Source: an optimization exercise on an open RTL-to-GDS flow (aim: small area and a short achievable clock period). Production flows keep margins and buffers that such runs may drop.
In this exercise RTL edits were held to simulation tests only and were not proved equivalent to the original.

==> inputs of run K <==
==> flow/design.v (excerpt) <==
module fcb (
    input              clk,
    input              rst,
    input              rx_valid,
    input      [7:0]   rx_byte,
    output reg         dec_valid,
    output reg [2:0]   dec_evt,
    output     [3:0]   dec_len,
    output reg [87:0]  dec_data,
    output reg [1:0]   s2c_kind,
    output     [1:0]   s2c_host,
    output     [10:0]  s2c_id,
    output     [3:0]   s2c_dlc,
    input      [1:0]   cnt_sel,
    output     [15:0]  cnt_val,
    input              enc_valid,
    input      [3:0]   enc_len,
    input      [87:0]  enc_data,
    output             enc_ready,
    output reg         enc_refused,
    input              can_valid,
    input              can_ext,
    input      [28:0]  can_id,
    input      [3:0]   can_dlc,
    input      [63:0]  can_data,
    input      [31:0]  pt_mask,
    output             can_ready,
    output reg         c2s_valid,
    output reg [1:0]   c2s_res,
    output reg [2:0]   c2s_kind,
    output     [23:0]  c2s_arg,
    output     [3:0]   c2s_opc,
    output     [4:0]   c2s_sid,
    output             tx_valid,
    output reg [7:0]   tx_byte,
    input              tx_ready
);
export LEC_CHECK = 0
export CAP_MARGIN = 20
export CORE_MARGIN = 2
export CORE_UTILIZATION = 40
export CTS_BUF_LIST = sky130_fd_sc_hd__clkbuf_8
export CTS_CLUSTER_DIAMETER = 60
export CTS_CLUSTER_SIZE = 15
export SLEW_MARGIN = 20
create_clock -name core_clock -period 25.0 [get_ports {clk}]
standard.sh (not shown) runs the stock make flow with config.mk's settings and CLKGATE_MAP_FILE= SYNTH_SCRIPT=/design/flow/synth_recipe.tcl, a recipe that flattens the netlist after the stock synthesis.
==> flow/flow/run.sh <==
#!/bin/bash
# The standard layout (standard.sh) with these changes to how it is made:
#  * after the standard synthesis, the logic between the flip-flops is mapped
#    again by ABC for area (flow/reabc.ys, flow/area.abc); the flip-flops,
#    their names and cells are kept as the standard synthesis made them;
#  * port buffers are the smallest buffer (buf_1);
#  * clock tree from clkbuf_4 with sink clusters of up to 10, no dummy loads;
#  * timing repair aims at 14.3 ns of setup slack, so that it speeds up the
#    paths through the ports (the constraints and clock period are unchanged).
# Logs: flow_synth.log, reabc.log, flow_standard.log here, and ORFS's own
# per-step logs under orfs/logs.
set -uo pipefail
W=$PWD
RES=$W/orfs/results/sky130hd/fcb/base
LIB=$FLOW_HOME/platforms/sky130hd/lib/sky130_fd_sc_hd__tt_025C_1v80.lib
OPTS=("BUFFER_PORTS_ARGS=-buffer_cell sky130_fd_sc_hd__buf_1"
      "CTS_ARGS=-sink_clustering_enable -repair_clock_nets -buf_list sky130_fd_sc_hd__clkbuf_4 -sink_clustering_size 10 -sink_clustering_max_diameter 40 -dont_use_dummy_load"
      "SETUP_SLACK_MARGIN=14.3")
bash standard.sh "${OPTS[@]}" $RES/1_2_yosys.v > flow_synth.log 2>&1
cp $RES/1_2_yosys.v $W/1_2_yosys_standard.v
sed -e "s#@LIB@#$LIB#g" -e "s#@IN@#$W/1_2_yosys_standard.v#" -e "s#@OUT@#$W/1_2_yosys_reabc.v#" \
    -e "s#@ABC@#$W/flow/area.abc#" flow/reabc.ys > reabc_run.ys
if yosys -s reabc_run.ys > reabc.log 2>&1 && [ -s $W/1_2_yosys_reabc.v ]; then
  cp $W/1_2_yosys_reabc.v $RES/1_2_yosys.v
fi
bash standard.sh "${OPTS[@]}" finish > flow_standard.log 2>&1
==> flow/flow/area.abc <==
strash
&get -n
&fraig -x
&st
&deepsyn -T 120
&dch -f
&nf -R 1000 -a -p -E 2 -C 32 -A 4 -F 8
&put
==> flow/flow/reabc.ys <==
# Area re-mapping of the standard synthesis netlist: the flip-flops (and the
# full adders that synthesis extracted) are kept
# as they are (same instances, names and cells); the logic between them is
# mapped again by ABC with an area-oriented script (flow/area.abc).
read_liberty -ignore_miss_func @LIB@
read_verilog @IN@
hierarchy -top fcb
setattr -mod -set blackbox 1 sky130_fd_sc_hd__*df* sky130_fd_sc_hd__*dl* sky130_fd_sc_hd__*sdf* sky130_fd_sc_hd__fa_*
flatten
rename -hide w:*.*
opt_clean -purge
abc -liberty @LIB@ -dont_use sky130_fd_sc_hd__lpflow_bleeder_1 -dont_use sky130_fd_sc_hd__lpflow_clkbufkapwr_1 -dont_use sky130_fd_sc_hd__lpflow_clkbufkapwr_16 -dont_use sky130_fd_sc_hd__lpflow_clkbufkapwr_2 -dont_use sky130_fd_sc_hd__lpflow_clkbufkapwr_4 -dont_use sky130_fd_sc_hd__lpflow_clkbufkapwr_8 -dont_use sky130_fd_sc_hd__lpflow_clkinvkapwr_1 -dont_use sky130_fd_sc_hd__lpflow_clkinvkapwr_16 -dont_use sky130_fd_sc_hd__lpflow_clkinvkapwr_2 -dont_use sky130_fd_sc_hd__lpflow_clkinvkapwr_4 -dont_use sky130_fd_sc_hd__lpflow_clkinvkapwr_8 -dont_use sky130_fd_sc_hd__lpflow_decapkapwr_12 -dont_use sky130_fd_sc_hd__lpflow_decapkapwr_3 -dont_use sky130_fd_sc_hd__lpflow_decapkapwr_4 -dont_use sky130_fd_sc_hd__lpflow_decapkapwr_6 -dont_use sky130_fd_sc_hd__lpflow_decapkapwr_8 -dont_use sky130_fd_sc_hd__lpflow_inputiso0n_1 -dont_use sky130_fd_sc_hd__lpflow_inputiso0p_1 -dont_use sky130_fd_sc_hd__lpflow_inputiso1n_1 -dont_use sky130_fd_sc_hd__lpflow_inputiso1p_1 -dont_use sky130_fd_sc_hd__lpflow_inputisolatch_1 -dont_use sky130_fd_sc_hd__lpflow_isobufsrc_1 -dont_use sky130_fd_sc_hd__lpflow_isobufsrc_16 -dont_use sky130_fd_sc_hd__lpflow_isobufsrc_2 -dont_use sky130_fd_sc_hd__lpflow_isobufsrc_4 -dont_use sky130_fd_sc_hd__lpflow_isobufsrc_8 -dont_use sky130_fd_sc_hd__lpflow_isobufsrckapwr_16 -dont_use sky130_fd_sc_hd__lpflow_lsbuf_lh_hl_isowell_tap_1 -dont_use sky130_fd_sc_hd__lpflow_lsbuf_lh_hl_isowell_tap_2 -dont_use sky130_fd_sc_hd__lpflow_lsbuf_lh_hl_isowell_tap_4 -dont_use sky130_fd_sc_hd__lpflow_lsbuf_lh_isowell_4 -dont_use sky130_fd_sc_hd__lpflow_lsbuf_lh_isowell_tap_1 -dont_use sky130_fd_sc_hd__lpflow_lsbuf_lh_isowell_tap_2 -dont_use sky130_fd_sc_hd__lpflow_lsbuf_lh_isowell_tap_4 -dont_use sky130_fd_sc_hd__probe_p_8 -dont_use sky130_fd_sc_hd__probec_p_8  -script @ABC@
opt_clean -purge
hilomap -singleton -hicell sky130_fd_sc_hd__conb_1 HI -locell sky130_fd_sc_hd__conb_1 LO
insbuf -buf sky130_fd_sc_hd__buf_1 A X
rename -enumerate -pattern reabc_% w:$* c:$*
opt_clean -purge
tee -o reabc_stat.log stat -liberty @LIB@
write_verilog -noattr -nohex -nodec -noexpr @OUT@
==> run H: changes against run K <==
--- a/flow/flow/run.sh
+++ b/flow/flow/run.sh
@@ -4,7 +4,7 @@
 #    again by ABC for area (flow/reabc.ys, flow/area.abc); the flip-flops,
 #    their names and cells are kept as the standard synthesis made them;
 #  * port buffers are the smallest buffer (buf_1);
-#  * clock tree from clkbuf_4 with sink clusters of up to 10, no dummy loads;
+#  * clock tree from clkbuf_8 with sink clusters of up to 15, no dummy loads;
 #  * timing repair aims at 14.3 ns of setup slack, so that it speeds up the
 #    paths through the ports (the constraints and clock period are unchanged).
 # Logs: flow_synth.log, reabc.log, flow_standard.log here, and ORFS's own
@@ -15,7 +15,7 @@
 LIB=$FLOW_HOME/platforms/sky130hd/lib/sky130_fd_sc_hd__tt_025C_1v80.lib
 OPTS=("BUFFER_PORTS_ARGS=-buffer_cell sky130_fd_sc_hd__buf_1"
       "CTS_ARGS=-sink_clustering_enable -repair_clock_nets -buf_list sky130_fd_sc_hd__clkbuf_4 -sink_clustering_size 10 -sink_clustering_max_diameter 40 -dont_use_dummy_load"
-      "SETUP_SLACK_MARGIN=14.3")
+      "SETUP_SLACK_MARGIN=14.45")
 bash standard.sh "${OPTS[@]}" $RES/1_2_yosys.v > flow_synth.log 2>&1
 cp $RES/1_2_yosys.v $W/1_2_yosys_standard.v
 sed -e "s#@LIB@#$LIB#g" -e "s#@IN@#$W/1_2_yosys_standard.v#" -e "s#@OUT@#$W/1_2_yosys_reabc.v#" \
==> flow/flow/area.abc (replaced) <==
strash
&get -n
&fraig -x
&st
&deepsyn -T 120
&dch -f
&nf -R 1000 -a -p -E 2
&put
--- a/flow/flow/reabc.ys
+++ b/flow/flow/reabc.ys
@@ -1,11 +1,10 @@
-# Area re-mapping of the standard synthesis netlist: the flip-flops (and the
-# full adders that synthesis extracted) are kept
+# Area re-mapping of the standard synthesis netlist: the flip-flops are kept
 # as they are (same instances, names and cells); the logic between them is
 # mapped again by ABC with an area-oriented script (flow/area.abc).
 read_liberty -ignore_miss_func @LIB@
 read_verilog @IN@
 hierarchy -top fcb
-setattr -mod -set blackbox 1 sky130_fd_sc_hd__*df* sky130_fd_sc_hd__*dl* sky130_fd_sc_hd__*sdf* sky130_fd_sc_hd__fa_*
+setattr -mod -set blackbox 1 sky130_fd_sc_hd__*df* sky130_fd_sc_hd__*dl* sky130_fd_sc_hd__*sdf*
 flatten
 rename -hide w:*.*
 opt_clean -purge
==> impl_metrics.py <==
metrics = {
    "power_and_ir_drop": {
        "p_int_uw": 923,
        "p_seq_uw": 598,
    },
    "logic_synthesis": {
        "syn_nets": 1653,
    },
    "run_status": {
        "status": "no timing/DRC/antenna violations",
    },
    "setup_path": {
        "worstReg2RegEnd": "rx_sum[7]$_DFFE_PP_",
        "crit_chain": "buf_12 -> and2_4 -> a222oi_1 -> nand2_1 -> buf_2",
        "cp-startpoint": "cnt_sel[1]",
    },
    "placed_design": {
        "gp_congestion": 0.893,
        "dpl_cell_area_um2": 16700,
    },
    "timing": {
        "min_period_ns": 11.01,
    },
    "detailed_routing": {
        "wl_met2_um": 21600,
        "vias_per_cell": 5.55,
        "first_iter_violations": 999,
    },
    "finish": {
        "nFillCells": 3418,
        "syn2layout_area_growth_pct": 18.6,
        "n_clock_buffer": 44,
    },
    "global_routing": {
        "grt_start_max_net_pins": 85,
        "met1_usage_pct": 31.8,
    },
}
The numbers above come from run K.

==> impl_metrics.py <==
metrics = {
    "run_status": {
        "status": "no timing/DRC/antenna violations",
    },
    "logic_synthesis": {
        "syn-cell-area_um2": 14700,
        "syn_nets": 1663,
    },
    "power_and_ir_drop": {
        "p_seq_uw": 599,
        "p_int_uw": 930,
    },
    "setup_path": {
        "cp-startpoint": "cnt_sel[0]",
        "worstReg2RegEnd": "cnt_unknown[0]$_SDFF_PP0_",
        "crit_chain": "buf_12 -> or2_4 -> o22ai_1 -> nor2_1 -> buf_1",
    },
    "detailed_routing": {
        "ant_nets": 0,
        "first_iter_violations": 1173,
        "vias_per_cell": 5.73,
    },
    "placed_design": {
        "gp_congestion": 0.888,
        "dpl_cell_area_um2": 16900,
    },
    "global_routing": {
        "met1_usage_pct": 35.5,
        "grt_start_max_net_pins": 91,
    },
    "finish": {
        "n_clock_buffer": 47,
        "syn2layout_area_growth_pct": 20.0,
        "nFillCells": 3468,
    },
    "timing": {
        "min_period_ns": 10.78,
    },
}
The numbers above come from run H.

re-timing with driven ports:
The results above use ideal ports. As a check the final layouts listed here were re-extracted and re-timed, cells and wires unchanged. Step 1, drivers: a clkbuf_16 drives clk and a buf_2 each remaining input, both assumed. Step 2, shift: input delay + t, output delay - t, t = (earliest + latest rising clock arrival at the registers) / 2. This alone moves slack from input paths to output paths. Three values: ideal, step 1, step 2; two values: the first two.
| run | t, ns | slack for setup (ns) | worst setup path at the end | pins driven straight from the clock port |
|---|---|---|---|---|
| run K | 0.669 | 13.991 / 13.944 / 13.871 | input to register | 1 |
| run H | 0.730 | 14.215 / 14.108 / 14.046 | input to register | 1 |
After both steps every run listed still meets setup and hold. For run H, which loses most, drivers alone change the setup slack by -0.107 ns; drivers and shift together by -0.169 ns.
